Background: an optimization exercise with open tools, aiming at small area and a short achievable clock period. Do not read the settings as production practice.
Only simulation tests tie the RTL to the original design; equivalence was not proved.
Power is estimated from default activity; no workload was simulated.

==> module fp32_add, before the edit <==
module fp32_add (
    input  wire        clk,
    input  wire        rst,         
    input  wire        in_valid,
    input  wire [31:0] a,
    input  wire [31:0] b,
    output reg         out_valid,
    output reg  [31:0] y
);
    reg v0, v1, v2, v3;
    always @(posedge clk) begin
        if (rst) begin
            v0 <= 1'b0; v1 <= 1'b0; v2 <= 1'b0; v3 <= 1'b0;
            out_valid <= 1'b0;
        end else begin
            v0 <= in_valid; v1 <= v0; v2 <= v1; v3 <= v2;
            out_valid <= v3;
        end
    end
    reg [31:0] a0, b0;
    always @(posedge clk) begin
        a0 <= a;
        b0 <= b;
    end
    wire [7:0]  ea = a0[30:23];
    wire [7:0]  eb = b0[30:23];
    wire        a_max = &ea;
    wire        b_max = &eb;
    wire        a_fz  = ~|a0[22:0];
    wire        b_fz  = ~|b0[22:0];
    wire        a_nan = a_max & ~a_fz;
    wire        special = a_max | b_max;
    wire        inf_inf_opp = a_max & b_max & a_fz & b_fz & (a0[31] ^ b0[31]);
    wire        b_larger = {b0[30:0], a0[31]} > {a0[30:0], 1'b0};
    wire        swap = b_larger & ~a_nan;
    wire [31:0] big = swap ? b0 : a0;
    wire [31:0] sml = swap ? a0 : b0;
    wire [7:0]  xa   = {ea[7:1], ea[0] | ~|ea};
    wire [7:0]  xb   = {eb[7:1], eb[0] | ~|eb};
    wire [8:0]  d_ab = {1'b0, xa} - {1'b0, xb};
    wire        neg  = d_ab[8];
    wire        sat  = neg ? ~&d_ab[7:5] : |d_ab[7:5];
    wire [4:0]  t    = (d_ab[4:0] ^ {5{neg}}) | {5{sat}};
    wire [23:0] m_s  = {|sml[30:23], sml[22:0]} & {24{~special}};
    wire [25:0] m_s1 = (t[0] & neg) ? {2'b00, m_s} :
                       (t[0] | neg) ? {1'b0, m_s, 1'b0} : {m_s, 2'b00};
    reg  [7:0]  r1_e;       
    reg  [22:0] r1_f;       
    reg         r1_s;       
    reg  [25:0] r1_m;       
    reg  [3:0]  r1_d;       
    reg         r1_sub;
    always @(posedge clk) begin
        r1_e   <= big[30:23];
        r1_f   <= big[22:0] | {inf_inf_opp, 22'd0};
        r1_s   <= big[31] & ~inf_inf_opp;
        r1_m   <= m_s1;
        r1_d   <= t[4:1];
        r1_sub <= a0[31] ^ b0[31];
    end
    wire [7:0]  x_big = {r1_e[7:1], r1_e[0] | ~|r1_e};
    wire [26:0] m_big = {|r1_e, r1_f, 3'b000};
    wire [26:0] m_sml = {r1_m, 1'b0};
    wire [4:0]  sh    = {r1_d, 1'b0};
    wire [26:0] v  = m_sml >> sh;
    wire        st = |(m_sml & ~(27'h7FFFFFF << sh));
    wire [26:0] m_al = {v[26:1], v[0] | st};
    function [27:0] add28;
        input [26:0] x;
        input [26:0] z;
        input        cin;
        reg   [27:0] g, p, gg, pp;
        integer l, i, j;
        begin
            g  = {1'b0, x & z, cin};
            p  = {1'b0, x ^ z, 1'b0};
            gg = g;
            pp = p;
            for (l = 0; l < 5; l = l + 1)
                for (i = 0; i < 28; i = i + 1)
                    if ((i >> l) & 1) begin
                        j = ((i >> l) << l) - 1;
                        gg[i] = gg[i] | (pp[i] & gg[j]);
                        pp[i] = pp[i] & pp[j];
                    end
            add28 = {gg[27], p[27:1] ^ gg[26:0]};
        end
    endfunction
    wire [27:0] s_sum = add28(m_big, m_al ^ {27{r1_sub}}, r1_sub);
    reg  [27:0] r2_sum;
    reg  [7:0]  r2_x1;      
    reg         r2_s;
    always @(posedge clk) begin
        r2_sum <= {s_sum[27] ^ r1_sub, s_sum[26:0]};
        r2_x1  <= x_big + 8'd1;
        r2_s   <= r1_s;
    end
    wire [28:0] mk_sh  = 29'h10000000 >> r2_x1[4:0];
    wire [27:0] marker = (r2_x1 <= 8'd28) ? mk_sh[27:0] : 28'd0;
    wire [27:0] lzin   = r2_sum | marker;
    function [4:0] lzc28;
        input [27:0] v;
        integer i;
        reg found;
        begin
            lzc28 = 5'd0;
            found = 1'b0;
            for (i = 27; i >= 0; i = i - 1) begin
                if (!found && v[i]) begin
                    lzc28 = 5'd27 - i[4:0];
                    found = 1'b1;
                end
            end
        end
    endfunction
    wire [4:0]  n     = lzc28(lzin);
    wire [27:0] norm  = r2_sum << n;
    wire        ovf   = r2_sum[27] & (&r2_x1);
    reg  [7:0]  r3_x1;
    reg  [4:0]  r3_n;
    reg         r3_h;       
    reg  [22:0] r3_f;
    reg         r3_g, r3_t;
    reg         r3_s;
    always @(posedge clk) begin
        r3_x1 <= r2_x1;
        r3_n  <= n;
        r3_h  <= norm[27];
        r3_f  <= norm[26:4] & {23{~ovf}};
        r3_g  <= norm[3] & ~ovf;
        r3_t  <= |norm[2:0];
        r3_s  <= r2_s;
    end
    wire [7:0]  e_pre   = (r3_x1 - {3'd0, r3_n}) & {8{r3_h}};
    wire        inc     = r3_g & (r3_f[0] | r3_t);
    wire [30:0] rounded = {e_pre, r3_f} + {30'd0, inc};
    always @(posedge clk)
        y <= {r3_s, rounded};
endmodule
Settings: LEC_CHECK=0, CAP_MARGIN=20, CORE_MARGIN=2, CORE_UTILIZATION=40, SLEW_MARGIN=20; clock period 17.0 ns.
standard.sh (not shown) runs the stock make flow with config.mk's settings and CLKGATE_MAP_FILE= SYNTH_SCRIPT=/design/flow/synth_recipe.tcl, a recipe that flattens the netlist after the stock synthesis.
==> flow/flow/run.sh <==
#!/bin/bash
# The standard ORFS layout (standard.sh, unchanged synthesis), with extra
# make settings from flow/knobs.txt (one VAR=value per line):
#  - BUFFER_PORTS_ARGS: the cell used for the input/output port buffers;
#  - CTS_ARGS: clock tree buffers and clustering.
# Each step's full output goes to its own log file in this folder.
set -euo pipefail
{
  echo '#!/bin/bash'
  echo 'mapfile -t EXTRA < <(grep -v "^#" flow/knobs.txt | grep .)'
  tail -n +2 standard.sh | sed 's|"\${@:-finish}"|"${EXTRA[@]}" "${@:-finish}"|'
} > standard_knobs.sh
grep -q 'EXTRA\[@\]' standard_knobs.sh
cp standard_knobs.sh standard_knobs.sh.log
for step in synth floorplan place cts route finish; do
  bash standard_knobs.sh $step > $step.log 2>&1
done
test -f out/final.def
==> flow/flow/knobs.txt <==
SETUP_SLACK_MARGIN=12.7
BUFFER_PORTS_ARGS=-buffer_cell sky130_fd_sc_hd__buf_1
CTS_ARGS=-sink_clustering_enable -repair_clock_nets -dont_use_dummy_load -buf_list sky130_fd_sc_hd__clkbuf_16 -sink_clustering_size 24 -sink_clustering_max_diameter 60
Rerun with:
--- a/flow/design.v
+++ b/flow/design.v
@@ -36,17 +36,17 @@
     wire [31:0] big = swap ? b0 : a0;
     wire [31:0] sml = swap ? a0 : b0;
-    wire [7:0]  xa   = {ea[7:1], ea[0] | ~|ea};
-    wire [7:0]  xb   = {eb[7:1], eb[0] | ~|eb};
+    wire [7:0]  xa = {ea[7:1], ea[0] | ~|ea};
+    wire [7:0]  xb = {eb[7:1], eb[0] | ~|eb};
     wire [8:0]  d_ab = {1'b0, xa} - {1'b0, xb};
-    wire        neg  = d_ab[8];
-    wire        sat  = neg ? ~&d_ab[7:5] : |d_ab[7:5];
-    wire [4:0]  t    = (d_ab[4:0] ^ {5{neg}}) | {5{sat}};
+    wire [7:0]  d_ba = xb - xa;
+    wire [7:0]  d    = d_ab[8] ? d_ba : d_ab[7:0];
+    wire [4:0]  d_sat = d[4:0] | {5{|d[7:5]}};
     wire [23:0] m_s  = {|sml[30:23], sml[22:0]} & {24{~special}};
-    wire [25:0] m_s1 = (t[0] & neg) ? {2'b00, m_s} :
-                       (t[0] | neg) ? {1'b0, m_s, 1'b0} : {m_s, 2'b00};
+    wire        d0   = ea[0] ^ eb[0] ^ (~|ea) ^ (~|eb);
+    wire [24:0] m_s1 = d0 ? {1'b0, m_s} : {m_s, 1'b0};
     reg  [7:0]  r1_e;       
     reg  [22:0] r1_f;       
     reg         r1_s;       
-    reg  [25:0] r1_m;       
+    reg  [24:0] r1_m;       
     reg  [3:0]  r1_d;       
     reg         r1_sub;
@@ -56,10 +56,10 @@
         r1_s   <= big[31] & ~inf_inf_opp;
         r1_m   <= m_s1;
-        r1_d   <= t[4:1];
+        r1_d   <= d_sat[4:1];
         r1_sub <= a0[31] ^ b0[31];
     end
     wire [7:0]  x_big = {r1_e[7:1], r1_e[0] | ~|r1_e};
     wire [26:0] m_big = {|r1_e, r1_f, 3'b000};
-    wire [26:0] m_sml = {r1_m, 1'b0};
+    wire [26:0] m_sml = {r1_m, 2'b00};
     wire [4:0]  sh    = {r1_d, 1'b0};
     wire [26:0] v  = m_sml >> sh;
After rerunning: Worst setup slack is about the same; sequential power stays flat; final area is higher by 1.1%; total power goes down by 2.5%; synthesized area increases by 0.77%; hold slack is worse by 0.0066 ns.

[separate check: timing with driven ports]
The results above use ideal ports. As a check the final layouts listed here were re-extracted and re-timed, cells and wires unchanged. Step 1 assumes that a clkbuf_16 drives the clock port and a buf_2 every other input. Step 2 moves the port delays by t, midway between the first and last clock arrival at a register: inputs arrive t later, outputs are due t later. That takes back most of the time a late clock gives input paths. Three values: ideal, step 1, step 2; two values: the first two.
| run | t (ns) | slack for setup (ns) | worst hold slack (ns) |
|---|---|---|---|
| the first run | 0.551 | 12.631 / 12.583 / 12.828 | 0.333 / 0.333 / 0.333 |
| the second run | 0.569 | 12.630 / 12.578 / 12.810 | 0.326 / 0.326 / 0.326 |
After both steps setup and hold are still met in every run listed.
